From an optimization exercise on the open Yosys and OpenROAD flow, aimed at small area; shortcuts taken in it are not production practice.
The RTL was checked by simulation tests, not by an equivalence proof against the original design.

**design/flow/design.v**
```verilog
module nlp_subcode (
    input  wire [15:0] a,
    input  wire [15:0] b,
    output reg  [3:0]  code,
    output wire        a_ge_b      
);
    wire [4:0] ea = a[14:10];
    wire [4:0] eb = b[14:10];
    wire [9:0] ma = a[9:0];
    wire [9:0] mb = b[9:0];
    wire special = (&ea) | (&eb);
    wire eff_add = a[15] ^ b[15];
    assign      a_ge_b = {ea, ma} >= {eb, mb};
    wire [4:0]  eg = a_ge_b ? ea : eb;
    wire [4:0]  el = a_ge_b ? eb : ea;
    wire [9:0]  mg = a_ge_b ? ma : mb;
    wire [9:0]  ml = a_ge_b ? mb : ma;
    wire        zl = (el == 5'd0);
    wire [4:0]  d  = eg - el;
    wire [13:0] x_ext = {1'b1, mg, 3'b000};
    wire [13:0] y_ext = zl ? 14'd0 : {1'b1, ml, 3'b000};
    reg  [13:0] y_al;
    reg  [14:0] s;
    reg  [11:0] nf;
    reg  [5:0]  ef;
    reg  [5:0]  wf;
    reg  [9:0]  t;
    reg  [3:0]  lz;
    reg  [5:0]  ec;
    reg  [4:0]  w;
    reg  [5:0]  e;
    integer     i;
    localparam [4095:0] CODE_TAB = 4096'h00000000000000000000000000000000000000000000000000000000000000000000000000000000000000000000000000000000000000000000000000000000000000000000000000000000000000000000000000000000000000000000000000000000000000000000000000000000000000000000000000000000000000000000000000000000000000000000000000000000000000000000000000000000000000000000000000000000000000000000000000000000000000000000000000000000000000000000000000000000000000000000000000000000000000000000000000000000000000000000000000000000000000000000000000000000fffffffffffffffffffffffffffffffffffffffffffffffffffffffffffffffffffffffffffffffffffffffffffffffffffffffffffffffffffffffffffffffffffffffffffffffffffffffffffffffffffffffffffffffffffffffffffffffffffffffffffffffffffffffffffedccbbaaa99888777666555554444433333322222222221111111111111111000000000000000000000000000000000000000000000000000000000000000000000000000000000000000000000000000000000000000000000000000000000000000000000000000000000000000000000000000000000000000000000000000000000000000000000000000000000000000;
    always @* begin
        if (d >= 5'd14)
            y_al = {13'd0, |y_ext};
        else
            y_al = (y_ext >> d) | {13'd0, |(y_ext & ~(14'h3fff << d))};
        if (eff_add)
            s = {1'b0, x_ext} + {1'b0, y_al};
        else
            s = {1'b0, x_ext} - {1'b0, y_al};
        if (s[14]) begin
            nf = s[14:3];  ef = {1'b0, eg} + 6'd1;
        end else if (s[13]) begin
            nf = s[13:2];  ef = {1'b0, eg};
        end else begin
            nf = s[12:1];  ef = {1'b0, eg} - 6'd1;
        end
        wf = {1'b0, nf[11:7]} + {5'd0, &nf[6:0]};
        t  = s[11:2];
        lz = 4'd0;
        for (i = 0; i < 10; i = i + 1)
            if (t[i])
                lz = 4'd9 - i[3:0];
        t = t << lz;
        ec = {1'b0, eg} - 6'd2 - {2'b00, lz};
        if (s[14:12] != 3'd0) begin
            w = wf[5] ? 5'b10000 : wf[4:0];
            e = ef + {5'd0, wf[5]};
        end else begin
            w = t[9:5];
            e = ec;
        end
        if (special)
            code = 4'hf;
        else if (s == 15'd0)
            code = 4'h0;
        else
            code = CODE_TAB[4*{e, w[3:0]} +: 4];
    end
endmodule
module nlp_subcode_lane (
    input  wire [15:0] a,
    input  wire [15:0] b,
    output reg  [3:0]  code
);
    wire [4:0] ea = a[14:10];
    wire [4:0] eb = b[14:10];
    wire [9:0] ma = a[9:0];
    wire [9:0] mb = b[9:0];
    wire special = (&ea) | (&eb);
    wire eff_add = a[15] ^ b[15];
    wire        a_ge_b = eff_add ? (ea >= eb) : b[15];
    wire [4:0]  eg = a_ge_b ? ea : eb;
    wire [4:0]  el = a_ge_b ? eb : ea;
    wire [9:0]  mg = a_ge_b ? ma : mb;
    wire [9:0]  ml = a_ge_b ? mb : ma;
    wire        zl = (el == 5'd0);
    wire [4:0]  d  = eg - el;
    wire [13:0] x_ext = {1'b1, mg, 3'b000};
    wire [13:0] y_ext = zl ? 14'd0 : {1'b1, ml, 3'b000};
    reg  [13:0] y_al;
    reg  [14:0] s;
    reg  [11:0] nf;
    reg  [5:0]  ef;
    reg  [5:0]  wf;
    reg  [9:0]  t;
    reg  [3:0]  lz;
    reg  [5:0]  ec;
    reg  [4:0]  w;
    reg  [5:0]  e;
    integer     i;
    localparam [4095:0] CODE_TAB = 4096'h00000000000000000000000000000000000000000000000000000000000000000000000000000000000000000000000000000000000000000000000000000000000000000000000000000000000000000000000000000000000000000000000000000000000000000000000000000000000000000000000000000000000000000000000000000000000000000000000000000000000000000000000000000000000000000000000000000000000000000000000000000000000000000000000000000000000000000000000000000000000000000000000000000000000000000000000000000000000000000000000000000000000000000000000000000000fffffffffffffffffffffffffffffffffffffffffffffffffffffffffffffffffffffffffffffffffffffffffffffffffffffffffffffffffffffffffffffffffffffffffffffffffffffffffffffffffffffffffffffffffffffffffffffffffffffffffffffffffffffffffffedccbbaaa99888777666555554444433333322222222221111111111111111000000000000000000000000000000000000000000000000000000000000000000000000000000000000000000000000000000000000000000000000000000000000000000000000000000000000000000000000000000000000000000000000000000000000000000000000000000000000000;
    always @* begin
        if (d >= 5'd14)
            y_al = {13'd0, |y_ext};
        else
            y_al = (y_ext >> d) | {13'd0, |(y_ext & ~(14'h3fff << d))};
        if (eff_add)
            s = {1'b0, x_ext} + {1'b0, y_al};
        else
            s = {1'b0, x_ext} - {1'b0, y_al};
        if (s[14]) begin
            nf = s[14:3];  ef = {1'b0, eg} + 6'd1;
        end else if (s[13]) begin
            nf = s[13:2];  ef = {1'b0, eg};
        end else begin
            nf = s[12:1];  ef = {1'b0, eg} - 6'd1;
        end
        wf = {1'b0, nf[11:7]} + {5'd0, &nf[6:0]};
        t  = s[11:2];
        lz = 4'd0;
        for (i = 0; i < 10; i = i + 1)
            if (t[i])
                lz = 4'd9 - i[3:0];
        t = t << lz;
        ec = {1'b0, eg} - 6'd2 - {2'b00, lz};
        if (s[14:12] != 3'd0) begin
            w = wf[5] ? 5'b10000 : wf[4:0];
            e = ef + {5'd0, wf[5]};
        end else begin
            w = t[9:5];
            e = ec;
        end
        if (special)
            code = 4'hf;
        else if (s == 15'd0)
            code = 4'h0;
        else
            code = CODE_TAB[4*{e, w[3:0]} +: 4];
    end
endmodule
module nlp_fp16_max (
    input  wire [15:0] a,
    input  wire [15:0] b,
    output wire [15:0] y,
    output wire        pick_a
);
    wire ge = a[14:0] >= b[14:0];
    assign pick_a = (a[15] ^ b[15]) ? b[15] : (a[15] ^ ge);
    assign y = pick_a ? a : b;
endmodule
module nlp_lod (
    input  wire [31:0] x,
    output reg  [3:0]  pos,
    output wire        flag
);
    integer i;
    always @* begin
        pos = 4'd0;
        for (i = 0; i < 16; i = i + 1)
            if (x[16 + i])
                pos = i[3:0];
    end
    assign flag = x[5'd15 + {1'b0, pos}];
endmodule
module nlp_rdiv (
    input  wire [3:0] s,
    input  wire [4:0] t,
    output wire [3:0] e
);
    wire [4:0] df = t - {1'b0, s};
    assign e = (!t[4] && ({1'b0, s} <= t)) ? df[3:0] : 4'd0;
endmodule
module nlp_pipe_ma (
    input  wire        clk,
    input  wire        reset,
    input  wire        in_valid,
    input  wire [9:0]  in_addr,
    input  wire [63:0] in_word,
    input  wire [15:0] gmax_in,
    output wire        max_valid,
    output wire [9:0]  max_addr,
    output wire [15:0] max_data,
    output wire        vec_valid,
    output wire [9:0]  vec_addr,
    output wire [15:0] vec_out,
    output wire [31:0] acc_out,
    output wire        max_ge_gmax      
);
    reg  [5:1]  v;
    reg  [9:0]  a1, a2, a3, a4, a5;
    reg  [15:0] ua, ub, uc;
    reg  [15:0] m1, m2;
    reg  [1:0]  x1;
    reg  [15:0] k2, k3, k4, k5;
    reg  [3:0]  h3, h4, h5;
    reg  [31:0] acc;
    wire [15:0] max_ab, max_cd, row_max;
    wire        pick_a, pick_c, pick_ab;
    nlp_fp16_max u_max_ab (.a(in_word[15:0]),  .b(in_word[31:16]), .y(max_ab), .pick_a(pick_a));
    nlp_fp16_max u_max_cd (.a(in_word[47:32]), .b(in_word[63:48]), .y(max_cd), .pick_a(pick_c));
    nlp_fp16_max u_max_row (.a(max_ab), .b(max_cd), .y(row_max), .pick_a(pick_ab));
    wire [1:0]  row_idx = pick_ab ? {1'b0, ~pick_a} : {1'b1, ~pick_c};
    wire [15:0] ua_in = (row_idx == 2'd0) ? in_word[31:16] : in_word[15:0];
    wire [15:0] ub_in = (row_idx <= 2'd1) ? in_word[47:32] : in_word[31:16];
    wire [15:0] uc_in = (row_idx <= 2'd2) ? in_word[63:48] : in_word[47:32];
    wire [3:0]  ca, cb, cc;
    nlp_subcode_lane u_sca (.a(ua), .b(m1), .code(ca));
    nlp_subcode_lane u_scb (.a(ub), .b(m1), .code(cb));
    nlp_subcode_lane u_scc (.a(uc), .b(m1), .code(cc));
    wire [3:0]  cm = (&m1[14:10]) ? 4'hf : 4'h0;
    wire [15:0] code;
    assign code[3:0]   = (x1 == 2'd0) ? cm : ca;
    assign code[7:4]   = (x1 == 2'd0) ? ca : (x1 == 2'd1) ? cm : cb;
    assign code[11:8]  = (x1 <= 2'd1) ? cb : (x1 == 2'd2) ? cm : cc;
    assign code[15:12] = (x1 == 2'd3) ? cm : cc;
    wire [3:0] code5;
    nlp_subcode u_sc5 (.a(m2), .b(gmax_in), .code(code5), .a_ge_b(max_ge_gmax));
    wire [3:0]  sh = v[5] ? h5 : 4'd0;
    wire [16:1] o0 = v[5] ? (16'h8000 >> k5[3:0])   : 16'd0;
    wire [16:1] o1 = v[5] ? (16'h8000 >> k5[7:4])   : 16'd0;
    wire [16:1] o2 = v[5] ? (16'h8000 >> k5[11:8])  : 16'd0;
    wire [16:1] o3 = v[5] ? (16'h8000 >> k5[15:12]) : 16'd0;
    wire [17:1] p01 = (k5[3:0] == k5[7:4])   ? {o0, 1'b0} : {1'b0, o0 | o1};
    wire [17:1] p23 = (k5[11:8] == k5[15:12]) ? {o2, 1'b0} : {1'b0, o2 | o3};
    wire [31:0] acc_sh   = acc >> sh;
    wire [31:1] acc_next = acc_sh[31:1] + {14'd0, p01} + {14'd0, p23};
    always @(posedge clk) begin
        if (reset) begin
            v   <= 5'd0;
            acc <= 32'd0;
        end else begin
            v <= {v[4:1], in_valid};
            acc <= {acc_next, acc_sh[0]};
        end
    end
    always @(posedge clk) begin
        a1 <= in_addr;  a2 <= a1;  a3 <= a2;  a4 <= a3;  a5 <= a4;
        ua <= ua_in;  ub <= ub_in;  uc <= uc_in;
        m1 <= row_max;  m2 <= m1;
        x1 <= row_idx;
        k2 <= code;  k3 <= k2;  k4 <= k3;  k5 <= k4;
        h3 <= code5;  h4 <= h3;  h5 <= h4;
    end
    assign max_valid = v[2];
    assign max_addr  = a2;
    assign max_data  = m2;
    assign vec_valid = v[5];
    assign vec_addr  = a5;
    assign vec_out   = k5;
    assign acc_out   = acc;
endmodule
module nlp_pipe_rp (
    input  wire        clk,
    input  wire        reset,
    input  wire        stall,
    input  wire [31:0] x_in,
    output wire [3:0]  ks_out,
    output wire        thr_f,
    output wire        thr_nz,
    output wire [15:0] thr_out
);
    reg [3:0] ks;
    reg       f;
    reg       nz;
    wire [3:0] lod_pos;
    wire       lod_flag;
    nlp_lod u_lod (.x(x_in), .pos(lod_pos), .flag(lod_flag));
    always @(posedge clk) begin
        if (reset) begin
            ks <= 4'd0;
            f  <= 1'b0;
            nz <= 1'b0;
        end else if (!stall) begin
            ks <= lod_pos;
            f  <= lod_flag;
            nz <= 1'b1;
        end
    end
    assign ks_out  = ks;
    assign thr_f   = f;
    assign thr_nz  = nz;
    assign thr_out = nz ? {6'b001110, f, 9'h08B} : 16'h0000;
endmodule
module nlp_pipe_div (
    input  wire        clk,
    input  wire        reset,
    input  wire        in_valid,
    input  wire [15:0] lmax_in,
    input  wire [15:0] gmax_in,
    input  wire [15:0] ky_in,
    input  wire [3:0]  ks_in,
    input  wire        thr_f,
    input  wire        thr_nz,
    output wire        out_valid,
    output wire [63:0] out_word
);
    reg  [5:1]  v;
    reg  [15:0] u1, u2, u3;
    reg  [15:0] q4, q5;
    reg         f4, f5, z4, z5;
    wire [3:0] code;
    nlp_subcode u_sc (.a(lmax_in), .b(gmax_in), .code(code), .a_ge_b());
    wire [15:0] s;
    wire [15:0] e;
    wire [4:0]  t = thr_nz ? (5'd14 - {1'b0, ks_in}) : 5'h1f;
    genvar g;
    generate
        for (g = 0; g < 4; g = g + 1) begin : g_ch
            wire [4:0] sum = {1'b0, code} + {1'b0, ky_in[4*g +: 4]};
            assign s[4*g +: 4] = sum[4] ? 4'hf : sum[3:0];
            nlp_rdiv u_rdiv (.s(u3[4*g +: 4]), .t(t), .e(e[4*g +: 4]));
            assign out_word[16*g +: 16] = {2'b00, q5[4*g +: 4], f5, 1'b0, z5, 3'b000, z5, 1'b0, z5, z5};
        end
    endgenerate
    always @(posedge clk) begin
        if (reset)
            v <= 5'd0;
        else
            v <= {v[4:1], in_valid};
    end
    always @(posedge clk) begin
        u1 <= s;  u2 <= u1;  u3 <= u2;
        q4 <= e;  q5 <= q4;
        f4 <= thr_f;  f5 <= f4;
        z4 <= thr_nz;  z5 <= z4;
    end
    assign out_valid = v[5];
endmodule
module nlp_softmax_core (
    input  wire        clk,
    input  wire        reset,
    input  wire        ma_in_valid,
    input  wire [9:0]  ma_in_addr,
    input  wire [63:0] ma_in_word,
    output wire        max_valid,
    output wire [9:0]  max_addr,
    output wire [15:0] max_data,
    output wire        vec_valid,
    output wire [9:0]  vec_addr,
    output wire [15:0] vec_out,
    output wire [31:0] acc_out,
    output wire [15:0] gmax_out,
    input  wire        rp_stall,
    output wire [3:0]  ks_out,
    output wire [15:0] thr_out,
    input  wire        div_in_valid,
    input  wire [15:0] div_lmax_in,
    input  wire [15:0] div_ky_in,
    output wire        div_out_valid,
    output wire [63:0] div_out_word
);
    reg  [15:0] gmax;
    wire        max_ge_gmax;
    wire        keep = !max_valid ||
                       ((gmax[15] ^ max_data[15]) ? max_data[15] : (gmax[15] ^ !max_ge_gmax));
    always @(posedge clk) begin
        if (reset)
            gmax <= 16'hFBFF;
        else
            gmax <= keep ? gmax : max_data;
    end
    assign gmax_out = gmax;
    nlp_pipe_ma u_ma (
        .clk(clk), .reset(reset),
        .in_valid(ma_in_valid), .in_addr(ma_in_addr), .in_word(ma_in_word),
        .gmax_in(gmax),
        .max_valid(max_valid), .max_addr(max_addr), .max_data(max_data),
        .vec_valid(vec_valid), .vec_addr(vec_addr), .vec_out(vec_out),
        .acc_out(acc_out), .max_ge_gmax(max_ge_gmax)
    );
    wire thr_f, thr_nz;
    nlp_pipe_rp u_rp (
        .clk(clk), .reset(reset), .stall(rp_stall),
        .x_in(acc_out),
        .ks_out(ks_out), .thr_f(thr_f), .thr_nz(thr_nz), .thr_out(thr_out)
    );
    nlp_pipe_div u_div (
        .clk(clk), .reset(reset),
        .in_valid(div_in_valid), .lmax_in(div_lmax_in), .gmax_in(gmax),
        .ky_in(div_ky_in), .ks_in(ks_out), .thr_f(thr_f), .thr_nz(thr_nz),
        .out_valid(div_out_valid), .out_word(div_out_word)
    );
endmodule
```
**design/flow/flow/run.sh**
```bash
#!/bin/bash
# Layout flow: the standard layout (standard.sh) with its synthesis's
# technology mapping changed (see synth_small.tcl) and the port buffers made
# of the smallest buffer cell. The standard synthesis is
# run as well, into orfs_ref/, and the registers of both netlists (names and
# cell types) are compared; if they differ the standard flow is used instead.
# Every tool's output goes to a log file in the work folder.
set -uo pipefail
W=$(pwd)
export SMALL_ABC_SCRIPT=$W/flow/abc_small.script

MAKELINE=$(grep '^make ' standard.sh)
REFLINE=${MAKELINE//WORK_HOME=$W\/orfs/WORK_HOME=$W\/orfs_ref}
MYLINE=${MAKELINE//SYNTH_SCRIPT=$W\/synth_recipe.tcl/SYNTH_SCRIPT=$W\/flow\/synth_small.tcl ADDER_MAP_FILE=$W\/flow\/adders_plain.v}
MYLINE=${MYLINE//\"\$\{@:-finish\}\"/}
# port buffers of the smallest buffer cell rather than the delay buffer
MYLINE="$MYLINE BUFFER_PORTS_ARGS='-buffer_cell sky130_fd_sc_hd__buf_1'"
# adders as yosys's plain carry chains, not mapped to Kogge-Stone carry
# lookahead before ABC (a non-empty SYNTH_OPERATIONS_ARGS replaces that map;
# -nofsm is already given to every synth call)
MYLINE="$MYLINE SYNTH_OPERATIONS_ARGS=-nofsm"
REFLINE=${REFLINE//\"\$\{@:-finish\}\"/}

regs() {
  # instance name and cell type (drive strength dropped) of every flip-flop
  awk '/^ *sky130_fd_sc_hd__(df|sdf|edf|dlx|dlr)/ {c=$1; sub(/_[0-9]+$/, "", c); print c, $2}' "$1" | sort
}

eval "$REFLINE synth" > $W/ref_synth.log 2>&1 &
REFPID=$!
eval "$MYLINE synth" > $W/small_synth.log 2>&1
MYRC=$?
wait $REFPID
REFRC=$?

R=orfs/results/${FLOW_PLATFORM}/nlp_softmax_core/base/1_2_yosys.v
RR=orfs_ref/results/${FLOW_PLATFORM}/nlp_softmax_core/base/1_2_yosys.v
OK=0
if [[ $MYRC -eq 0 && $REFRC -eq 0 && -f $R && -f $RR ]]; then
  regs $R > $W/regs_small.txt
  regs $RR > $W/regs_ref.txt
  if [[ -s $W/regs_ref.txt ]] && cmp -s $W/regs_small.txt $W/regs_ref.txt; then
    OK=1
  fi
fi
echo "small synthesis rc=$MYRC reference rc=$REFRC registers match=$OK" > $W/flow_choice.log

if [[ $OK -eq 1 ]]; then
  eval "$MYLINE finish" > $W/layout.log 2>&1
else
  rm -rf $W/orfs
  bash standard.sh synth > $W/std_synth.log 2>&1
  bash standard.sh finish > $W/layout.log 2>&1
fi
RES=orfs/results/${FLOW_PLATFORM}/nlp_softmax_core/base
if [[ -f $RES/6_final.odb ]]; then
  : # left out here: write the final layout as DEF
fi
```
**design/flow/flow/abc_small.script**
```
strash
balance -l
resub -K 6 -l
rewrite -l
resub -K 6 -N 2 -l
refactor -l
resub -K 8 -l
balance -l
resub -K 8 -N 2 -l
rewrite -l
resub -K 10 -l
rewrite -z -l
resub -K 10 -N 2 -l
balance -l
resub -K 12 -l
refactor -z -l
resub -K 12 -N 2 -l
rewrite -z -l
balance -l
strash
balance -l
resub -K 6 -l
rewrite -l
resub -K 6 -N 2 -l
refactor -l
resub -K 8 -l
balance -l
resub -K 8 -N 2 -l
rewrite -l
resub -K 10 -l
rewrite -z -l
resub -K 10 -N 2 -l
balance -l
resub -K 12 -l
refactor -z -l
resub -K 12 -N 2 -l
rewrite -z -l
balance -l
dch -f
&get -n
&dch -f
&put
amap -m -F 3 -A 8
```
**design/flow/flow/adders_plain.v**
```verilog
// Adder map for the adder step of ORFS synthesis: every extracted full or half
// adder becomes plain gates, which ABC then maps with the rest of the logic.
(* techmap_celltype = "$fa" *)
module _plain_fa (A, B, C, X, Y);
  parameter WIDTH = 1;
  (* force_downto *)
  input  [WIDTH-1:0] A, B, C;
  (* force_downto *)
  output [WIDTH-1:0] X, Y;
  assign X = (A & B) | (A & C) | (B & C);
  assign Y = A ^ B ^ C;
endmodule
```
**design/flow/flow/synth_small.tcl**
```tcl
proc synth {args} { yosys synth -nofsm -noshare {*}$args }
# the adder step still runs its techmap and opt passes, but extracts nothing
proc extract_fa {args} {}
proc abc {args} {
  set i [lsearch -exact $args -script]
  if {$i >= 0} { lset args [expr {$i + 1}] $::env(SMALL_ABC_SCRIPT) }
  yosys abc {*}$args
}
source $::env(SCRIPTS_DIR)/synth.tcl
# left out here: clear keep_hierarchy, flatten, clean up, hide names made inside functions, write 1_2_yosys.v
```
**design/flow/standard.sh**
```bash
#!/bin/bash
# synth_recipe.tcl (not shown) runs the flow's synth.tcl, then flattens the netlist and writes it again
# the make line also repeats each setting of config.mk as NAME=value (left out here)
make -C /OpenROAD-flow-scripts/flow DESIGN_CONFIG=/design/flow/config.mk WORK_HOME=/design/flow/orfs CLKGATE_MAP_FILE= SYNTH_SCRIPT=/design/flow/synth_recipe.tcl "${@:-finish}"
```
**design/flow/config.mk**
```make
export PLATFORM = sky130hd
export DESIGN_NAME = nlp_softmax_core
export DESIGN_NICKNAME = nlp_softmax_core
export VERILOG_FILES = /design/flow/design.v
export SDC_FILE = /design/flow/constraint.sdc
export NUM_CORES = 4
export LEC_CHECK = 0
export ABC_AREA = 1
export CAP_MARGIN = 20
export CORE_MARGIN = 2
export CORE_UTILIZATION = 55
export CTS_BUF_LIST = sky130_fd_sc_hd__clkbuf_8
export CTS_CLUSTER_DIAMETER = 50
export CTS_CLUSTER_SIZE = 16
export PLACE_DENSITY = 0.68
export SLEW_MARGIN = 20
```
**design/flow/constraint.sdc**
```tcl
create_clock -name core_clock -period 25.0 [get_ports {clk}]
set_input_delay 5.0000 -clock core_clock [delete_from_list [all_inputs] [get_ports {clk}]]
set_output_delay 5.0000 -clock core_clock [all_outputs]
set_load 0.01 [all_outputs]
```
==> results.json, run 1 <==
{
  "synth_top_area_share_pct": 27.6,
  "final_layout_size_suffix_gt1_share_pct": 2.61,
  "yosys_most_used_dff": "dfxtp_1",
  "clock_path_buffers": 3,
  "fin_skew_ns": 0.0211,
  "layout_setup_ws_ns": 6.93,
  "area_delta_synth_final_pct": 10.1,
  "pre_cts_ws_ns": 6.63,
  "wl_um": 83800,
  "viasPerCell": 6.27,
  "ys_ff_latch": 356,
  "routabilityCongestion": 0.997,
  "layout_commonest_cell": "nor2_1",
  "cp-end-kind": "flip-flop",
  "ff2ff_path_depth": 69,
  "crit_slowest_cell": "clkinv_1",
  "design_area_um2": 28500,
  "via_count": 30500,
  "postSynthAreaPerCell_um2": 6.60,
  "rsz0062_at_grt": "no",
  "worstHoldStart": "u_ma.a3[9]",
  "worstSetupPathType": "input port to flip-flop",
  "crit_required_ns": 25.58,
  "ys_async_sr_fraction_pct": 0,
  "cp_common_cell": "nor2_1",
  "drc": 0,
  "yosys.area.top_type": "dfxtp_1",
  "hold_class": "flip-flop to flip-flop",
  "regMostFlops": "u_ma.acc",
  "ys_top_cells_by_area": "dfxtp_1 28%, o22ai_1 13%, nor2_1 9.3%",
  "clock_sinks": 356,
  "cts_tree": "yes",
  "wire_per_inst_um": 17.3,
  "grt_max_degree": 39,
  "final_cells": 4858,
  "grt_pass1_wl_um": 131000,
  "finalSetupTns_ns": 0,
  "largest_register_ffs": 32,
  "rows": 79,
  "ys_seq_area_share_pct": 27.6,
  "r2r_setup_slack_ns": 10.78,
  "crit_fanout": 29,
  "yosysWarnings": 7,
  "timing.final.crit_share_pct": 72.3,
  "synth_area_um2": 25800,
  "antenna_found_initial": 2,
  "cts_resized": 0,
  "setup_viol": 0,
  "drv_cap": 0,
  "startpoint": "div_lmax_in[10]",
  "worst_pin_slew_ns": 1.10,
  "drt_iter0_drc": 3007,
  "start_util_pct": 55.6,
  "yosysUniqueCellTypes": 55,
  "max_stage_delay_ns": 0.61,
  "multi_input_area_um2": 16500,
  "htree_num_levels": 2,
  "clk_pin_slew_ns": 0.09,
  "num_io_pins": 298,
  "dp_hpwl_um": 65500,
  "fmax_mhz": 55.3,
  "register_area_um2": 7130,
  "synth_edf_count": 0,
  "relSlewSlack_pct": 27.0,
  "hold_viol": 0,
  "r2r-end": "u_div.u1[10]",
  "slew_viol_final": 0,
  "grt_remaining_overflow": 0,
  "startpoint_type": "input port",
  "timing.rr.start": "gmax[10]",
  "postCtsSetupBuffers": 0,
  "whs_endpoint": "u_ma.a4[9]",
  "core_area_um2": 46500,
  "placed_area_um2": 27600,
  "ctsHoldBuffers": 0,
  "clk_latency_ns": 0.65,
  "fillers": 4579,
  "fp.dieH_um": 221,
  "cts-root-buf": "clkbuf_8",
  "die_area_um2": 48700,
  "finalCriticalPeriod_ns": 18.07,
  "worst_hold_slack_ns": 0.323,
  "final_cell_mix": "639 x nor2_1, 528 x o22ai_1, 510 x clkinv_1",
  "dieWidth_um": 221,
  "grt_pass1_vias": 26100,
  "synthCells": 3913,
  "cts-buffers-inserted": 39,
  "track_usage_pct": 32.8,
  "nets": 4336,
  "arrival_ns": 18.66,
  "antenna_left": 0,
  "post-place-cells": 4791,
  "numPortBuffers": 261,
  "drtPass1Iterations": 6,
  "whs_path_depth": 0,
  "outcome": "finished clean"
}
[metal layers]
| layer | up-vias | GRT usage (%) | routed length, um |
|---|---|---|---|
| li1 | 15300 | - | - |
| met3 | 222 | 5.25 | 6730 |
| met1 | 13700 | 43.4 | 36200 |
| met4 | 0 | 14.0 | 3570 |
| met2 | 1299 | 53.0 | 37300 |
| met5 | - | 0 | 0 |
[stage by stage]
| step | util, % |
|---|---|
| 3_3_place_gp | 59.3 |
| 4_1_cts | 61.2 |
| 5_1_grt | 61.2 |
| 6_report | 61.2 |
| 2_1_floorplan | - |
| 3_5_place_dp | 59.3 |
[cell type report]
type | instances | area share, %
multi-input combinational | 3018 | 58.0
sequential | 356 | 25.0
inverter | 511 | 6.74
timing repair buffer | 299 | 4.45
tap | 607 | 2.67
clock buffer | 40 | 1.93
clock inverter | 24 | 1.16
antenna | 3 | 0.0264
[kinds of logic (layout without fill, tap and decap cells)]
| logic type | Yosys count | count (layout) | share of synthesized area, % |
|---|---|---|---|
| AOI/OAI and AO/OA | 1694 | 1694 | 42.0 |
| DFF | 356 | 356 | 27.6 |
| other | 1 | 39 | 0.0145 |
| buffers and inverters | 574 | 874 | 9.26 |
| xor gates and xnor gates | 1 | 1 | 0.0339 |
| and+or+nand+nor | 1287 | 1287 | 21.1 |
[cell usage after synthesis (43+ instances only)]
cell type and n:
o22ai_1 529, dfxtp_1 356, nand2_1 322, o21ai_0 372, buf_4 63, a21oi_1 263, o21a_1 44, nand3_1 64
nor2_1 640, clkinv_1 511, nor3_1 103, o221ai_1 104, or2_0 43, a31oi_1 49, o22a_1 58
[worst max-delay path by stage]
stage / end / depth (start not counted) / slack (ns)
3_5_place_dp: u_div.u1[5] / 70 / 6.63
5_1_grt: u_div.u1[5] / 73 / 5.17
2_1_floorplan: u_div.u1[13] / 68 / 6.44
4_1_cts: u_div.u1[10] / 70 / 7.29
3_3_place_gp: u_div.u1[1] / 66 / 7.03
6_report: u_div.u1[10] / 70 / 6.93
[worst max-delay path, delay by kind of cell]
family | cells | cell delay (ns)
buf+inv | 8 | 2.19
compound gates | 33 | 6.12
simple gates | 29 | 5.32
==> inputs of run 2 (changes only) <==
--- a/design/flow/design.v
+++ b/design/flow/design.v
@@ -28,4 +28,5 @@
     reg  [3:0]  lz;
     reg  [5:0]  ec;
+    reg  [5:0]  eo;
     reg  [4:0]  w;
     reg  [5:0]  e;
@@ -37,14 +38,11 @@
         else
             y_al = (y_ext >> d) | {13'd0, |(y_ext & ~(14'h3fff << d))};
-        if (eff_add)
-            s = {1'b0, x_ext} + {1'b0, y_al};
-        else
-            s = {1'b0, x_ext} - {1'b0, y_al};
+        s = {1'b0, x_ext} + ({1'b0, y_al} ^ {15{~eff_add}}) + {14'd0, ~eff_add};
         if (s[14]) begin
-            nf = s[14:3];  ef = {1'b0, eg} + 6'd1;
+            nf = s[14:3];  ef = 6'd1;
         end else if (s[13]) begin
-            nf = s[13:2];  ef = {1'b0, eg};
+            nf = s[13:2];  ef = 6'd0;
         end else begin
-            nf = s[12:1];  ef = {1'b0, eg} - 6'd1;
+            nf = s[12:1];  ef = 6'h3f;
         end
         wf = {1'b0, nf[11:7]} + {5'd0, &nf[6:0]};
@@ -55,12 +53,13 @@
                 lz = 4'd9 - i[3:0];
         t = t << lz;
-        ec = {1'b0, eg} - 6'd2 - {2'b00, lz};
+        ec = 6'h3e - {2'b00, lz};
         if (s[14:12] != 3'd0) begin
-            w = wf[5] ? 5'b10000 : wf[4:0];
-            e = ef + {5'd0, wf[5]};
+            w  = wf[5] ? 5'b10000 : wf[4:0];
+            eo = wf[5] ? ef + 6'd1 : ef;
         end else begin
-            w = t[9:5];
-            e = ec;
+            w  = t[9:5];
+            eo = ec;
         end
+        e = {1'b0, eg} + eo;
         if (special)
             code = 4'hf;
@@ -99,4 +98,5 @@
     reg  [3:0]  lz;
     reg  [5:0]  ec;
+    reg  [5:0]  eo;
     reg  [4:0]  w;
     reg  [5:0]  e;
@@ -108,14 +108,11 @@
         else
             y_al = (y_ext >> d) | {13'd0, |(y_ext & ~(14'h3fff << d))};
-        if (eff_add)
-            s = {1'b0, x_ext} + {1'b0, y_al};
-        else
-            s = {1'b0, x_ext} - {1'b0, y_al};
+        s = {1'b0, x_ext} + ({1'b0, y_al} ^ {15{~eff_add}}) + {14'd0, ~eff_add};
         if (s[14]) begin
-            nf = s[14:3];  ef = {1'b0, eg} + 6'd1;
+            nf = s[14:3];  ef = 6'd1;
         end else if (s[13]) begin
-            nf = s[13:2];  ef = {1'b0, eg};
+            nf = s[13:2];  ef = 6'd0;
         end else begin
-            nf = s[12:1];  ef = {1'b0, eg} - 6'd1;
+            nf = s[12:1];  ef = 6'h3f;
         end
         wf = {1'b0, nf[11:7]} + {5'd0, &nf[6:0]};
@@ -126,12 +123,13 @@
                 lz = 4'd9 - i[3:0];
         t = t << lz;
-        ec = {1'b0, eg} - 6'd2 - {2'b00, lz};
+        ec = 6'h3e - {2'b00, lz};
         if (s[14:12] != 3'd0) begin
-            w = wf[5] ? 5'b10000 : wf[4:0];
-            e = ef + {5'd0, wf[5]};
+            w  = wf[5] ? 5'b10000 : wf[4:0];
+            eo = wf[5] ? ef + 6'd1 : ef;
         end else begin
-            w = t[9:5];
-            e = ec;
+            w  = t[9:5];
+            eo = ec;
         end
+        e = {1'b0, eg} + eo;
         if (special)
             code = 4'hf;
@@ -172,5 +170,5 @@
 );
     wire [4:0] df = t - {1'b0, s};
-    assign e = (!t[4] && ({1'b0, s} <= t)) ? df[3:0] : 4'd0;
+    assign e = df[4] ? 4'd0 : df[3:0];
 endmodule
 module nlp_pipe_ma (
==> results.json, run 2 <==
{
  "outcome": "finished clean",
  "worst_pin_slew_ns": 1.15,
  "slew_viol_final": 0,
  "ctsHoldBuffers": 0,
  "layout_commonest_cell": "nor2_1",
  "grt_max_degree": 38,
  "hold_class": "flip-flop to flip-flop",
  "drt_iter0_drc": 3290,
  "drc": 0,
  "largest_register_ffs": 32,
  "diodes": 0,
  "final_layout_size_suffix_gt1_share_pct": 2.58,
  "wire_per_inst_um": 18.5,
  "yosysWarnings": 7,
  "timing.final.crit_share_pct": 76.1,
  "routabilityCongestion": 1.03,
  "max_stage_delay_ns": 0.65,
  "drv_cap": 0,
  "clk_pin_slew_ns": 0.09,
  "yosys_most_used_dff": "dfxtp_1",
  "ys_top_cells_by_area": "dfxtp_1 29%, o22ai_1 13%, nor2_1 12%",
  "dp_hpwl_um": 65000,
  "dieWidth_um": 214,
  "area_delta_synth_final_pct": 10.1,
  "start_util_pct": 55.9,
  "drtPass1Iterations": 9,
  "grt_pass1_vias": 26300,
  "synthCells": 3591,
  "cts_resized": 0,
  "register_area_um2": 7130,
  "synth_top_area_share_pct": 29.5,
  "cts-root-buf": "clkbuf_8",
  "clk_latency_ns": 0.65,
  "worstSetupPathType": "input port to flip-flop",
  "finalSetupTns_ns": 0,
  "clock_path_buffers": 3,
  "num_io_pins": 298,
  "postCtsSetupBuffers": 0,
  "fmax_mhz": 52.6,
  "core_area_um2": 43300,
  "final_cell_mix": "740 x nor2_1, 482 x o22ai_1, 387 x clkinv_1",
  "ys_async_sr_fraction_pct": 0,
  "finalCriticalPeriod_ns": 19.01,
  "yosys.area.top_type": "dfxtp_1",
  "via_count": 29200,
  "ys_seq_area_share_pct": 29.5,
  "grt_pass1_wl_um": 131000,
  "nets": 4007,
  "post-synth-top-count-cell": "nor2_1",
  "htree_num_levels": 2,
  "wl_um": 83400,
  "cp_top_family": "compound AO/OA/AOI/OAI gates",
  "synth_edf_count": 0,
  "synth_area_um2": 24200,
  "track_usage_pct": 34.9,
  "die_area_um2": 45600,
  "rsz0062_at_grt": "no",
  "ys_ff_latch": 356,
  "crit_slowest_cell": "clkinv_1",
  "grt_remaining_overflow": 0,
  "crit_fanout": 29,
  "fillers": 4014,
  "relSlewSlack_pct": 23.0,
  "crit_required_ns": 25.51,
  "viasPerCell": 6.49,
  "cts-buffers-inserted": 37,
  "cts_tree": "yes",
  "design_area_um2": 26600,
  "multi_input_area_um2": 15300,
  "regMostFlops": "u_ma.acc",
  "rows": 76,
  "hold_viol": 0,
  "cp_common_cell": "nor2_1",
  "clock_sinks": 356,
  "antenna_left": 0,
  "yosysUniqueCellTypes": 52,
  "numPortBuffers": 261,
  "arrival_ns": 19.52,
  "setup_viol": 0,
  "fp.dieH_um": 214,
  "worst-path-buf-inv": 12,
  "startpoint_type": "input port",
  "fin_skew_ns": 0.0411,
  "postSynthAreaPerCell_um2": 6.73,
  "antenna_found_initial": 0,
  "cp-end-kind": "flip-flop",
  "netlist_top_cells_count": "741 x nor2_1, 483 x o22ai_1, 387 x clkinv_1",
  "placed_area_um2": 25800
}
-- run 2: cell count changes in the layout (fill, tap and decap cells not counted), sizes merged, moves of 16 or more --
cell / change
nor3: -25
a21oi: +26
a31oi: -18
o22ai: -46
nor2: +101
clkinv: -124
a21o: +44
a221oi: -16
o21ai: -84
nand2: -94
-- run 2: metal layers --
metal	track usage, %	vias to the layer above	routed length (um)
met2	60.4	1616	39400
met1	42.0	13200	32900
met4	17.6	0	4250
li1	-	14100	-
met3	5.43	295	6790
met5	0	-	0
-- run 2: cells by family (layout without fill, tap and decap cells) --
logic type	Yosys count	in the layout	share of synthesized area (%)
AOI/OAI and AO/OA	1552	1552	41.3
and+or+nand+nor	1228	1228	21.1
buffers and inverters	450	739	7.97
DFF	356	356	29.5
xor gates and xnor gates	4	4	0.145
other	1	36	0.0155
-- run 2: layout make-up --
cell class	instances	share of cell area (%)
inverters	387	5.46
well taps	585	2.75
clock inverters	19	0.827
clock buffers	39	2.02
multi-input cells	2820	57.5
flip-flops and latches	356	26.8
repair buffers	294	4.64
-- run 2: path summary, 6_finish.rpt --
kind | cells after the start | slack, ns | start | end
worst max-delay path | 80 | 5.99 | div_lmax_in[10] | u_div.u1[1]
worst min-delay path | 0 | 0.31 | u_ma.k2[7] | u_ma.k3[7]
worst max register to register | 79 | 9.86 | gmax[10] | u_div.u1[1]
worst min register to register | 0 | 0.31 | u_ma.k2[7] | u_ma.k3[7]
-- run 2: metrics by stage --
| stage | util (%) | hold WS [ns] | setup WS [ns] | instances |
|---|---|---|---|---|
| 3_3_place_gp | 59.7 | 0.310 | 6.70 | 4440 |
| 5_1_grt | 61.5 | 0.328 | 4.39 | 4500 |
| 3_5_place_dp | 59.7 | 0.312 | 5.82 | 4440 |
| 6_report | 61.5 | 0.313 | 5.99 | 4500 |
| 2_1_floorplan | - | 0.310 | 6.23 | 3626 |
| 4_1_cts | 61.4 | 0.312 | 6.44 | 4498 |
==> inputs of run 3 (changes only) <==
--- a/design/flow/design.v
+++ b/design/flow/design.v
@@ -20,5 +20,5 @@
     wire [13:0] x_ext = {1'b1, mg, 3'b000};
     wire [13:0] y_ext = zl ? 14'd0 : {1'b1, ml, 3'b000};
-    reg  [13:0] y_al;
+    reg  [13:0] y_al, y1, y2, y3, y4;
     reg  [14:0] s;
     reg  [11:0] nf;
@@ -34,8 +34,9 @@
     localparam [4095:0] CODE_TAB = 4096'h00000000000000000000000000000000000000000000000000000000000000000000000000000000000000000000000000000000000000000000000000000000000000000000000000000000000000000000000000000000000000000000000000000000000000000000000000000000000000000000000000000000000000000000000000000000000000000000000000000000000000000000000000000000000000000000000000000000000000000000000000000000000000000000000000000000000000000000000000000000000000000000000000000000000000000000000000000000000000000000000000000000000000000000000000000000fffffffffffffffffffffffffffffffffffffffffffffffffffffffffffffffffffffffffffffffffffffffffffffffffffffffffffffffffffffffffffffffffffffffffffffffffffffffffffffffffffffffffffffffffffffffffffffffffffffffffffffffffffffffffffedccbbaaa99888777666555554444433333322222222221111111111111111000000000000000000000000000000000000000000000000000000000000000000000000000000000000000000000000000000000000000000000000000000000000000000000000000000000000000000000000000000000000000000000000000000000000000000000000000000000000000;
     always @* begin
-        if (d >= 5'd14)
-            y_al = {13'd0, |y_ext};
-        else
-            y_al = (y_ext >> d) | {13'd0, |(y_ext & ~(14'h3fff << d))};
+        y1 = d[0] ? {1'b0, y_ext[13:1]} | {13'd0, y_ext[0]} : y_ext;
+        y2 = d[1] ? {2'b0, y1[13:2]} | {13'd0, |y1[1:0]} : y1;
+        y3 = d[2] ? {4'b0, y2[13:4]} | {13'd0, |y2[3:0]} : y2;
+        y4 = d[3] ? {8'b0, y3[13:8]} | {13'd0, |y3[7:0]} : y3;
+        y_al = d[4] ? {13'd0, |y4} : y4;
         s = {1'b0, x_ext} + ({1'b0, y_al} ^ {15{~eff_add}}) + {14'd0, ~eff_add};
         if (s[14]) begin
@@ -90,5 +91,5 @@
     wire [13:0] x_ext = {1'b1, mg, 3'b000};
     wire [13:0] y_ext = zl ? 14'd0 : {1'b1, ml, 3'b000};
-    reg  [13:0] y_al;
+    reg  [13:0] y_al, y1, y2, y3, y4;
     reg  [14:0] s;
     reg  [11:0] nf;
@@ -104,8 +105,9 @@
     localparam [4095:0] CODE_TAB = 4096'h00000000000000000000000000000000000000000000000000000000000000000000000000000000000000000000000000000000000000000000000000000000000000000000000000000000000000000000000000000000000000000000000000000000000000000000000000000000000000000000000000000000000000000000000000000000000000000000000000000000000000000000000000000000000000000000000000000000000000000000000000000000000000000000000000000000000000000000000000000000000000000000000000000000000000000000000000000000000000000000000000000000000000000000000000000000fffffffffffffffffffffffffffffffffffffffffffffffffffffffffffffffffffffffffffffffffffffffffffffffffffffffffffffffffffffffffffffffffffffffffffffffffffffffffffffffffffffffffffffffffffffffffffffffffffffffffffffffffffffffffffedccbbaaa99888777666555554444433333322222222221111111111111111000000000000000000000000000000000000000000000000000000000000000000000000000000000000000000000000000000000000000000000000000000000000000000000000000000000000000000000000000000000000000000000000000000000000000000000000000000000000000;
     always @* begin
-        if (d >= 5'd14)
-            y_al = {13'd0, |y_ext};
-        else
-            y_al = (y_ext >> d) | {13'd0, |(y_ext & ~(14'h3fff << d))};
+        y1 = d[0] ? {1'b0, y_ext[13:1]} | {13'd0, y_ext[0]} : y_ext;
+        y2 = d[1] ? {2'b0, y1[13:2]} | {13'd0, |y1[1:0]} : y1;
+        y3 = d[2] ? {4'b0, y2[13:4]} | {13'd0, |y2[3:0]} : y2;
+        y4 = d[3] ? {8'b0, y3[13:8]} | {13'd0, |y3[7:0]} : y3;
+        y_al = d[4] ? {13'd0, |y4} : y4;
         s = {1'b0, x_ext} + ({1'b0, y_al} ^ {15{~eff_add}}) + {14'd0, ~eff_add};
         if (s[14]) begin
--- a/design/flow/config.mk
+++ b/design/flow/config.mk
@@ -13,4 +13,5 @@
 export CTS_CLUSTER_DIAMETER = 50
 export CTS_CLUSTER_SIZE = 16
+export GPL_TIMING_DRIVEN = 0
 export PLACE_DENSITY = 0.68
 export SLEW_MARGIN = 20
==> results.json, run 3 <==
{
  "startpoint_type": "input port",
  "die_area_um2": 45300,
  "cts-root-buf": "clkbuf_8",
  "wire_per_inst_um": 17.8,
  "start_util_pct": 55.7,
  "clock_sinks": 356,
  "final_core_util_pct": 62.5,
  "synthCells": 3546,
  "post-synth-top-count-cell": "nor2_1",
  "relSlewSlack_pct": 26.2,
  "yosys.area.top_type": "dfxtp_1",
  "cts-buffers-inserted": 39,
  "rows": 76,
  "worstSetupPathType": "input port to flip-flop",
  "fillers": 4000,
  "synth_area_um2": 24000,
  "yosys_most_used_dff": "dfxtp_1",
  "drt_iter0_drc": 3141,
  "dieWidth_um": 213,
  "drv_cap": 0,
  "clock_path_buffers": 3,
  "drc": 0,
  "antenna_found_initial": 3,
  "synth_top_area_share_pct": 29.7,
  "outcome": "finished clean",
  "routabilityCongestion": 0.996,
  "drtPass1Iterations": 9,
  "final_layout_size_suffix_gt1_share_pct": 4.08,
  "worst_pin_slew_ns": 1.11,
  "wl_um": 80400,
  "htree_num_levels": 2,
  "area_delta_synth_final_pct": 12.3,
  "ctsHoldBuffers": 0,
  "clk_pin_slew_ns": 0.09,
  "viasPerCell": 6.40,
  "numPortBuffers": 261,
  "rsz0062_at_grt": "no",
  "core_area_um2": 43100,
  "multi_input_area_um2": 15300,
  "arrival_ns": 20.04,
  "grt_remaining_overflow": 0,
  "placed_area_um2": 26100,
  "track_usage_pct": 33.7,
  "setup_viol": 0,
  "fp.dieH_um": 213,
  "synth_edf_count": 0,
  "crit_fanout": 27,
  "crit_slowest_cell": "o22ai_1",
  "dr_wl_met3_um": 6950,
  "cts_tree": "yes",
  "antenna_left": 0,
  "cts_resized": 0,
  "yosysUniqueCellTypes": 52,
  "register_area_um2": 7130,
  "num_io_pins": 298,
  "grt_pass1_wl_um": 125000,
  "ys_async_sr_fraction_pct": 0,
  "ys_ff_latch": 356,
  "timing.final.crit_share_pct": 77.9,
  "layout_commonest_cell": "nor2_1",
  "top_layer_used": "met4",
  "met2_length_um": 37500,
  "largest_register_ffs": 32,
  "max_stage_delay_ns": 0.76,
  "ys_top_cells_by_area": "dfxtp_1 30%, o22ai_1 13%, nor2_1 12%",
  "dp_hpwl_um": 62200,
  "grt_max_degree": 39,
  "postCtsSetupBuffers": 0,
  "slew_viol_final": 0,
  "cp_common_cell": "nor2_1",
  "crit_required_ns": 25.56,
  "finalCriticalPeriod_ns": 19.49,
  "regMostFlops": "u_ma.acc",
  "ys_seq_area_share_pct": 29.7,
  "nets": 4007,
  "fin_skew_ns": 0.0280,
  "drt-met1-wl_um": 32200,
  "hold_class": "flip-flop to flip-flop",
  "netlist_top_cells_count": "747 x nor2_1, 497 x o22ai_1, 361 x clkinv_1",
  "yosysWarnings": 7,
  "finalSetupTns_ns": 0,
  "fmax_mhz": 51.3,
  "hold_viol": 0,
  "final_cell_mix": "744 x nor2_1, 493 x o22ai_1, 361 x clkinv_1",
  "postSynthAreaPerCell_um2": 6.76,
  "clk_latency_ns": 0.63,
  "via_count": 28900,
  "design_area_um2": 26900,
  "cp-end-kind": "flip-flop",
  "grt_pass1_vias": 25900
}
run 3: cell count changes after synthesis, moves of 13 or more:
| cell | previous run | this run |
|---|---|---|
| o32ai_1 | 51 | 38 |
| o221ai_1 | 99 | 71 |
| o22ai_1 | 483 | 497 |
| clkinv_1 | 387 | 361 |
| o21ai_0 | 288 | 261 |
| o22a_1 | 45 | 105 |
run 3: routing by layer:
metal | track usage (%) | vias up
li1 | - | 14000
met1 | 42.2 | 13100
met2 | 57.3 | 1514
met3 | 4.43 | 277
met4 | 16.2 | 0
met5 | 0 | -
run 3: layout make-up:
cell class	instances	area share, %
flip-flops and latches	356	26.5
multi-input cells	2801	56.7
inverters	361	5.03
clock inverters	25	1.10
plain buffers	63	1.76
diodes	4	0.0372
repair buffers	274	4.12
well taps	585	2.72
clock buffers	41	2.09
run 3: path summary, 6_finish.rpt:
check / start / end / slack (ns) / depth (start not counted)
max reg2reg: gmax[10] / u_div.u1[5] / 9.40 / 77
max: div_lmax_in[10] / u_div.u1[5] / 5.51 / 78
min reg2reg: u_div.u1[9] / u_div.u2[9] / 0.31 / 0
min: u_div.u1[9] / u_div.u2[9] / 0.31 / 0
run 3: logic make-up after synthesis:
family	Yosys count	share of synthesized area, %
AOI/OAI and AO/OA	1529	41.2
and+or+nand+nor	1234	21.4
buffers and inverters	424	7.62
DFF	356	29.7
xor gates and xnor gates	2	0.0730
other	1	0.0156
run 3: metrics by stage:
step	worst slack (ns)	std cells	hold slack, ns
floorplan	5.79	3581	0.310
global placement	2.36	4427	0.310
detailed placement	5.28	4440	0.312
CTS	5.89	4506	0.307
global route	3.70	4508	0.320
finish	5.51	4510	0.312
run 3: worst max-delay path: cells and delay by family:
kind                   cells  cell delay [ns]
and+or+nand+nor           48             6.40
AOI/OAI and AO/OA         22             6.20
buffers and inverters      8             2.42
==> inputs of run 4 (changes only) <==
--- a/design/flow/config.mk
+++ b/design/flow/config.mk
@@ -13,5 +13,4 @@
 export CTS_CLUSTER_DIAMETER = 50
 export CTS_CLUSTER_SIZE = 16
-export GPL_TIMING_DRIVEN = 0
 export PLACE_DENSITY = 0.68
 export SLEW_MARGIN = 20
==> results.json, run 4 <==
{
  "outcome": "finished clean",
  "fin_skew_ns": 0.0323,
  "whs_path_depth": 0,
  "cts_tree": "yes",
  "clk_pin_slew_ns": 0.09,
  "final_cell_mix": "745 x nor2_1, 494 x o22ai_1, 360 x clkinv_1",
  "final_layout_size_suffix_gt1_share_pct": 2.59,
  "wl_um": 80800,
  "relSlewSlack_pct": 27.0,
  "whs_endpoint": "u_div.u2[3]",
  "grt_pass1_wl_um": 126000,
  "max_stage_delay_ns": 0.72,
  "htree_num_levels": 2,
  "synth_area_um2": 24000,
  "cts-root-buf": "clkbuf_8",
  "yosysWarnings": 7,
  "finalSetupTns_ns": 0,
  "hold_class": "flip-flop to flip-flop",
  "r2r-end": "u_div.u1[13]",
  "synth-simple-area-share_pct": 21.4,
  "ys_async_sr_fraction_pct": 0,
  "core_area_um2": 43100,
  "ys_seq_area_share_pct": 29.7,
  "r2r_setup_slack_ns": 10.15,
  "worst_pin_slew_ns": 1.08,
  "fp.dieH_um": 213,
  "worst-path-buf-inv": 8,
  "via_count": 28400,
  "arrival_ns": 19.21,
  "num_io_pins": 298,
  "timing.rr.start": "gmax[10]",
  "synth_edf_count": 0,
  "synth_adder_area_share_pct": 0,
  "antenna_left": 0,
  "cp-end-kind": "flip-flop",
  "netlist_top_cells_count": "747 x nor2_1, 497 x o22ai_1, 361 x clkinv_1",
  "synth_top_area_share_pct": 29.7,
  "crit_fanout": 30,
  "postSynthAreaPerCell_um2": 6.76,
  "wire_per_inst_um": 18.1,
  "ys_ff_latch": 356,
  "grt_pass1_vias": 25600,
  "ctsHoldBuffers": 0,
  "layout_setup_ws_ns": 6.32,
  "cts-buffers-inserted": 38,
  "largest_register_ffs": 32,
  "crit_slowest_cell": "o22ai_1",
  "drt_iter0_drc": 3138,
  "yosysUniqueCellTypes": 52,
  "clock_path_buffers": 3,
  "synthCells": 3546,
  "ys_top_cells_by_area": "dfxtp_1 30%, o22ai_1 13%, nor2_1 12%",
  "drv_cap": 0,
  "nets": 3958,
  "cts_resized": 0,
  "startpoint_type": "input port",
  "slew_viol_final": 0,
  "antenna_found_initial": 0,
  "rsz0062_at_grt": "no",
  "post-synth-top-count-cell": "nor2_1",
  "die_area_um2": 45300,
  "postCtsSetupBuffers": 0,
  "start_util_pct": 55.7,
  "worstHoldStart": "u_div.u1[3]",
  "grt_remaining_overflow": 0,
  "worstSetupPathType": "input port to flip-flop",
  "hold_viol": 0,
  "diodes": 0,
  "finalCriticalPeriod_ns": 18.68,
  "regMostFlops": "u_ma.acc",
  "fmax_mhz": 53.5,
  "synthXorXnorAreaFrac_pct": 0.0730,
  "synth_compound_area_share_pct": 41.2,
  "drtPass1Iterations": 6,
  "rows": 76,
  "layout_commonest_cell": "nor2_1",
  "crit_required_ns": 25.53,
  "clk_latency_ns": 0.64,
  "clock_sinks": 356,
  "viasPerCell": 6.37,
  "grt_max_degree": 39,
  "setup_viol": 0,
  "fillers": 4091,
  "cp_common_cell": "nor2_1",
  "dieWidth_um": 213,
  "yosys.area.top_type": "dfxtp_1",
  "muxShareOfSynthArea_pct": 0,
  "pre_cts_ws_ns": 6.03,
  "register_area_um2": 7130,
  "area_delta_synth_final_pct": 10.2,
  "timing.final.crit_share_pct": 74.7,
  "numPortBuffers": 261,
  "synth_top_family_by_area": "compound AO/OA/AOI/OAI gates",
  "multi_input_area_um2": 15200,
  "dp_hpwl_um": 62400,
  "drc": 0,
  "routabilityCongestion": 1.02,
  "cp_top_family": "compound AO/OA/AOI/OAI gates",
  "track_usage_pct": 34.0,
  "ff2ff_path_depth": 71,
  "yosys_most_used_dff": "dfxtp_1"
}
==> run 4: cell counts after synthesis <==
Identical to the previous run, type by type.
==> run 4: per-stage QoR <==
stage | hold WS [ns] | utilization [%] | area [um^2] | std cells
floorplan | 0.310 | - | 24100 | 3581
global placement | 0.310 | 59.4 | 25600 | 4391
detailed placement | 0.312 | 59.4 | 25600 | 4391
CTS | 0.324 | 61.3 | 26400 | 4452
global route | 0.322 | 61.4 | 26400 | 4453
finish | 0.327 | 61.4 | 26400 | 4453
==> run 4: final cells by class <==
type	count	area share, %
clock inverters	22	1.04
multi-input cells	2801	57.6
flip-flops and latches	356	27.0
repair buffers	289	4.53
well taps	585	2.77
clock buffers	39	2.03
inverters	361	5.12
==> run 4: cells by family after synthesis <==
kind of cell | after synthesis
AOI/OAI and AO/OA | 1529
DFF | 356
xor gates and xnor gates | 2
buffers and inverters | 424
and+or+nand+nor | 1234
other | 1
==> run 4: routing by layer <==
layer	part of all wire, %	global-route usage [%]
met1	40	41.1
met2	47	58.7
met3	8.4	4.97
met4	5.0	17.3
met5	0	0
==> run 4: worst max path at each step <==
| stage | start | endpoint | depth (start not counted) | slack, ns |
|---|---|---|---|---|
| after global routing | div_lmax_in[10] | u_div.u1[5] | 76 | 4.38 |
| after floorplan | div_lmax_in[10] | u_div.u1[13] | 74 | 5.79 |
| after detailed placement | div_lmax_in[10] | u_div.u1[13] | 72 | 6.03 |
| final | div_lmax_in[10] | u_div.u1[13] | 72 | 6.32 |
| after CTS | div_lmax_in[10] | u_div.u1[13] | 72 | 6.65 |
| after global placement | div_lmax_in[10] | u_div.u1[9] | 73 | 6.78 |
==> inputs of run 5 (changes only) <==
--- a/design/flow/design.v
+++ b/design/flow/design.v
@@ -11,5 +11,6 @@
     wire special = (&ea) | (&eb);
     wire eff_add = a[15] ^ b[15];
-    assign      a_ge_b = {ea, ma} >= {eb, mb};
+    wire [15:0] mag_df = {1'b0, ea, ma} - {1'b0, eb, mb};
+    assign      a_ge_b = ~mag_df[15];
     wire [4:0]  eg = a_ge_b ? ea : eb;
     wire [4:0]  el = a_ge_b ? eb : ea;
@@ -148,5 +149,6 @@
     output wire        pick_a
 );
-    wire ge = a[14:0] >= b[14:0];
+    wire [15:0] df = {1'b0, a[14:0]} - {1'b0, b[14:0]};
+    wire        ge = ~df[15];
     assign pick_a = (a[15] ^ b[15]) ? b[15] : (a[15] ^ ge);
     assign y = pick_a ? a : b;
==> results.json, run 5 <==
{
  "viasPerCell": 6.33,
  "rows": 76,
  "grt_max_degree": 37,
  "fp.dieH_um": 212,
  "netlist_top_cells_count": "730 x nor2_1, 474 x o22ai_1, 356 x clkinv_1, 356 x dfxtp_1",
  "grt_pass1_wl_um": 123000,
  "hold_class": "flip-flop to flip-flop",
  "postSynthAreaPerCell_um2": 6.80,
  "grt_pass1_vias": 24800,
  "worstHoldStart": "u_ma.k3[13]",
  "hold_viol": 0,
  "diodes": 0,
  "max_stage_delay_ns": 0.84,
  "r2r-end": "u_div.u1[14]",
  "ys_async_sr_fraction_pct": 0,
  "drv_cap": 0,
  "outcome": "finished clean",
  "routabilityCongestion": 0.970,
  "wl_um": 78100,
  "yosys_most_used_dff": "dfxtp_1",
  "die_area_um2": 45000,
  "rsz0062_at_grt": "no",
  "largest_register_ffs": 32,
  "drt_iter0_drc": 2855,
  "via_count": 28000,
  "dp_hpwl_um": 60600,
  "timing.rr.start": "gmax[10]",
  "clock_path_buffers": 3,
  "post-synth-top-count-cell": "nor2_1",
  "crit_slowest_cell": "o221ai_1",
  "start_util_pct": 55.6,
  "antenna_left": 0,
  "fin_skew_ns": 0.0630,
  "cp_common_cell": "nor2_1",
  "relSlewSlack_pct": 29.7,
  "wire_per_inst_um": 17.7,
  "core_area_um2": 42900,
  "synthCells": 3509,
  "whs_path_depth": 0,
  "synth_top_area_share_pct": 29.9,
  "final_core_util_pct": 61.4,
  "synth_edf_count": 0,
  "yosysUniqueCellTypes": 54,
  "setup_viol": 0,
  "cts_tree": "yes",
  "timing.final.crit_share_pct": 75.9,
  "final_cell_mix": "730 x nor2_1, 472 x o22ai_1, 356 x clkinv_1, 356 x dfxtp_1, 282 x o21ai_0",
  "worstSetupPathType": "input port to flip-flop",
  "regMostFlops": "u_ma.acc",
  "drc": 0,
  "final_layout_size_suffix_gt1_share_pct": 2.61,
  "cts-root-buf": "clkbuf_8",
  "cts-buffers-inserted": 36,
  "fmax_mhz": 52.7,
  "clock_sinks": 356,
  "nets": 3926,
  "synth_area_um2": 23800,
  "layout_commonest_cell": "nor2_1",
  "worst-path-buf-inv": 7,
  "finalSetupTns_ns": 0,
  "post-place-cells": 4361,
  "ys_seq_area_share_pct": 29.9,
  "ff2ff_path_depth": 75,
  "final_cells": 4419,
  "ctsHoldBuffers": 0,
  "worst_pin_slew_ns": 1.05,
  "ys_ff_latch": 356,
  "grt_remaining_overflow": 0,
  "yosys.area.top_type": "dfxtp_1",
  "antenna_found_initial": 0,
  "cp-end-kind": "flip-flop",
  "clk_pin_slew_ns": 0.09,
  "postCtsSetupBuffers": 0,
  "ys_top_cells_by_area": "dfxtp_1 30%, o22ai_1 12%, nor2_1 11%",
  "whs_endpoint": "u_ma.k4[13]",
  "dieWidth_um": 212,
  "htree_num_levels": 2,
  "drtPass1Iterations": 8,
  "numPortBuffers": 261,
  "startpoint_type": "input port",
  "cp_top_family": "compound AO/OA/AOI/OAI gates",
  "crit_fanout": 29,
  "num_io_pins": 298,
  "arrival_ns": 19.51,
  "cts_resized": 0,
  "slew_viol_final": 0,
  "r2r_setup_slack_ns": 9.89,
  "crit_required_ns": 25.54,
  "finalCriticalPeriod_ns": 18.97,
  "clk_latency_ns": 0.65,
  "yosysWarnings": 7,
  "track_usage_pct": 33.2,
  "area_delta_synth_final_pct": 10.4
}
-- run 5: logic make-up (layout without fill, tap and decap cells) --
family | Yosys count | after routing | synth area share (%)
buffers and inverters | 419 | 709 | 7.59
XOR/XNOR | 2 | 2 | 0.0735
AO/OA/AOI/OAI | 1533 | 1533 | 41.5
other | 1 | 36 | 0.0157
flip-flops | 356 | 356 | 29.9
AND/OR/NAND/NOR | 1198 | 1198 | 20.9
-- run 5: worst register-to-register path, delay by kind of cell, from the launching register on --
family	cells	cell delay [ns]
AO/OA/AOI/OAI	23	6.87
AND/OR/NAND/NOR	46	5.68
buffers and inverters	6	1.96
flip-flops	1	0.51
-- run 5: layout make-up --
type                    count  area, um^2
repair buffers            296        1260
fillers                  4086       16600
flip-flops and latches    356        7130
well taps                 585         732
clock inverters            20         268
inverters                 356        1340
multi-input cells        2769       15100
clock buffers              37         509
-- run 5: how the worst max path moves through the flow --
stage	start	endpoint	slack [ns]	cells after the start
floorplan	div_lmax_in[10]	u_div.u1[1]	6.94	78
global placement	div_lmax_in[10]	u_div.u1[6]	6.62	76
detailed placement	div_lmax_in[10]	u_div.u1[9]	5.94	76
CTS	div_lmax_in[10]	u_div.u1[14]	6.49	76
global route	div_lmax_in[10]	u_div.u1[14]	4.25	76
finish	div_lmax_in[10]	u_div.u1[14]	6.03	76
-- run 5: layer usage --
layer	GRT usage, %	routed length, um
met5	0	0
met4	14.4	3050
met3	4.03	6110
met2	56.4	36400
met1	42.4	32500
-- run 5: per-stage QoR --
| step | hold slack, ns | setup WS (ns) | instance area, um^2 |
|---|---|---|---|
| 2_1_floorplan | 0.310 | 6.94 | 24000 |
| 3_3_place_gp | 0.310 | 6.62 | 25500 |
| 3_5_place_dp | 0.312 | 5.94 | 25500 |
| 4_1_cts | 0.313 | 6.49 | 26300 |
| 5_1_grt | 0.311 | 4.25 | 26300 |
| 6_report | 0.308 | 6.03 | 26300 |
==> inputs of run 6 (changes only) <==
==> design/flow/flow/abc_small.script (replaced) <==
strash
&get -n
&fraig -x
&put
scorr
dc2
dch -f
dc2
dch -f
dc2
&get -n
&dch -f
&put
amap -m -F 3 -A 8
==> results.json, run 6 <==
{
  "outcome": "finished clean",
  "via_count": 27600,
  "worstSetupPathType": "input port to flip-flop",
  "grt_remaining_overflow": 0,
  "post-synth-top-count-cell": "nor2_1",
  "antenna_found_initial": 2,
  "setup_viol": 0,
  "cp-end-kind": "flip-flop",
  "cts-buffers-inserted": 37,
  "fillers": 3998,
  "wire_per_inst_um": 17.8,
  "rsz0062_at_grt": "no",
  "gr-usage-met3_pct": 5.75,
  "use_met1_pct": 41.5,
  "synth_top_area_share_pct": 30.2,
  "area_delta_synth_final_pct": 10.5,
  "rows": 75,
  "synthCells": 3470,
  "relSlewSlack_pct": 25.8,
  "grt_max_degree": 37,
  "yosys.area.top_type": "dfxtp_1",
  "largest_register_ffs": 32,
  "drc": 0,
  "viasPerCell": 6.36,
  "dp_hpwl_um": 60300,
  "yosysWarnings": 7,
  "post-place-cells": 4280,
  "crit_fanout": 29,
  "worst_pin_slew_ns": 1.11,
  "clk_latency_ns": 0.63,
  "die_area_um2": 44500,
  "clock_sinks": 356,
  "cts_resized": 0,
  "synth_edf_count": 0,
  "antenna_left": 0,
  "core_area_um2": 42100,
  "htree_num_levels": 2,
  "final_cell_mix": "630 x nor2_1, 487 x o22ai_1, 356 x dfxtp_1",
  "dieWidth_um": 211,
  "timing.final.crit_share_pct": 76.9,
  "crit_slowest_cell": "a21oi_1",
  "start_util_pct": 55.9,
  "hold_viol": 0,
  "use_met2_pct": 56.1,
  "cp_common_cell": "nor2_1",
  "drt_iter0_drc": 2462,
  "drv_cap": 0,
  "fin_skew_ns": 0.0449,
  "ff2ff_path_depth": 86,
  "synth_area_um2": 23600,
  "finalSetupTns_ns": 0,
  "ys_seq_area_share_pct": 30.2,
  "final_cells": 4340,
  "routabilityCongestion": 1.00,
  "postSynthAreaPerCell_um2": 6.79,
  "cts-root-buf": "clkbuf_8",
  "grt_pass1_vias": 24900,
  "final_layout_size_suffix_gt1_share_pct": 2.79,
  "drtPass1Iterations": 8,
  "grt_pass1_wl_um": 121000,
  "hold_class": "flip-flop to flip-flop",
  "fp.dieH_um": 211,
  "netlist_top_cells_count": "630 x nor2_1, 490 x o22ai_1, 356 x clkinv_1, 356 x dfxtp_1, 305 x a21oi_1",
  "clock_path_buffers": 3,
  "ys_ff_latch": 356,
  "ys_top_cells_by_area": "dfxtp_1 30%, o22ai_1 13%, nor2_1 10%",
  "yosys_most_used_dff": "dfxtp_1",
  "yosysUniqueCellTypes": 54,
  "num_io_pins": 298,
  "ctsHoldBuffers": 0,
  "startpoint_type": "input port",
  "nets": 3891,
  "layout_commonest_cell": "nor2_1",
  "numPortBuffers": 261,
  "arrival_ns": 19.75,
  "diodes": 0,
  "track_usage_pct": 33.2,
  "crit_required_ns": 25.52,
  "slew_viol_final": 0,
  "cts_tree": "yes",
  "ys_async_sr_fraction_pct": 0,
  "grt.busiest_layer": "met2",
  "clk_pin_slew_ns": 0.09,
  "regMostFlops": "u_ma.acc",
  "postCtsSetupBuffers": 0,
  "whs_path_depth": 0,
  "final_core_util_pct": 61.8,
  "fmax_mhz": 52.0,
  "pre_cts_ws_ns": 5.15,
  "max_stage_delay_ns": 0.87,
  "finalCriticalPeriod_ns": 19.24,
  "layout_setup_ws_ns": 5.76,
  "wl_um": 77200
}
## run 6: per-stage QoR
stage / instance area (um^2) / hold WS (ns)
final: 26100 / 0.316
after global routing: 26100 / 0.302
after CTS: 26000 / 0.301
after detailed placement: 25200 / 0.312
after global placement: 25200 / 0.310
after floorplan: 23700 / 0.310
## run 6: cell type report
type	instances	area (um^2)	area share (%)
multi-input cells	2730	14800	57.0
repair buffers	299	1260	4.85
flip-flops and latches	356	7130	27.4
inverters	356	1340	5.13
well taps	539	674	2.59
clock buffers	41	564	2.17
clock inverters	19	240	0.922
## run 6: final timing paths
| check | slack (ns) | endpoint | startpoint |
|---|---|---|---|
| hold reg to reg | 0.32 | u_ma.k3[0] | u_ma.k2[0] |
| setup / recovery | 5.76 | u_div.u1[1] | div_lmax_in[2] |
| hold / removal | 0.32 | u_ma.k3[0] | u_ma.k2[0] |
| setup reg to reg | 9.49 | u_div.u1[1] | gmax[1] |
## run 6: logic make-up after synthesis
logic type | Yosys count | share of synthesized area [%]
AND/OR/NAND/NOR | 1161 | 20.6
XOR/XNOR | 2 | 0.0743
AO/OA/AOI/OAI | 1531 | 41.4
buffers and inverters | 419 | 7.67
flip-flops | 356 | 30.2
other | 1 | 0.0159
## run 6: routing by layer
layer	wire [um]	share of wire, %
met1	32000	41
met3	6270	8.1
met2	35600	46
met4	3260	4.2
met5	27	0.035
## run 6: worst max-delay path, delay by kind of cell
| kind | cells | cell delay (ns) |
|---|---|---|
| buf+inv | 8 | 2.02 |
| simple gates | 49 | 5.67 |
| compound gates | 29 | 7.06 |

[separate check: timing with driven ports]
How much do the figures lean on ideal ports? The routed layouts below were timed once more, with nothing changed but the port constraints. Step 1 assumes that a clkbuf_16 drives the clock port and a buf_2 every other input. Step 2, shift: input delay + t, output delay - t, t = (earliest + latest rising clock arrival at the registers) / 2. This alone moves slack from input paths to output paths. Slacks: ideal / step 1 / step 2; pairs: ideal / step 1.
run | t (ns) | slack for setup (ns) | clock arrival spread, ns | cell pins on the clock port's net
run 1 | 0.706 | 6.926 / 6.956 / 6.249 | 0.029 / 0.029 | 1
run 2 | 0.677 | 5.987 / 5.993 / 5.316 | 0.041 / 0.042 | 1
run 3 | 0.681 | 5.515 / 5.521 / 4.840 | 0.043 / 0.044 | 1
run 4 | 0.686 | 6.321 / 6.320 / 5.634 | 0.048 / 0.048 | 1
run 5 | 0.671 | 6.026 / 6.048 / 5.377 | 0.066 / 0.066 | 1
run 6 | 0.661 | 5.764 / 5.796 / 5.136 | 0.049 / 0.049 | 1
After both steps setup and hold are still met in every run listed. For run 4, which loses most, drivers alone change the setup slack by -0.001 ns; drivers and shift together by -0.687 ns.
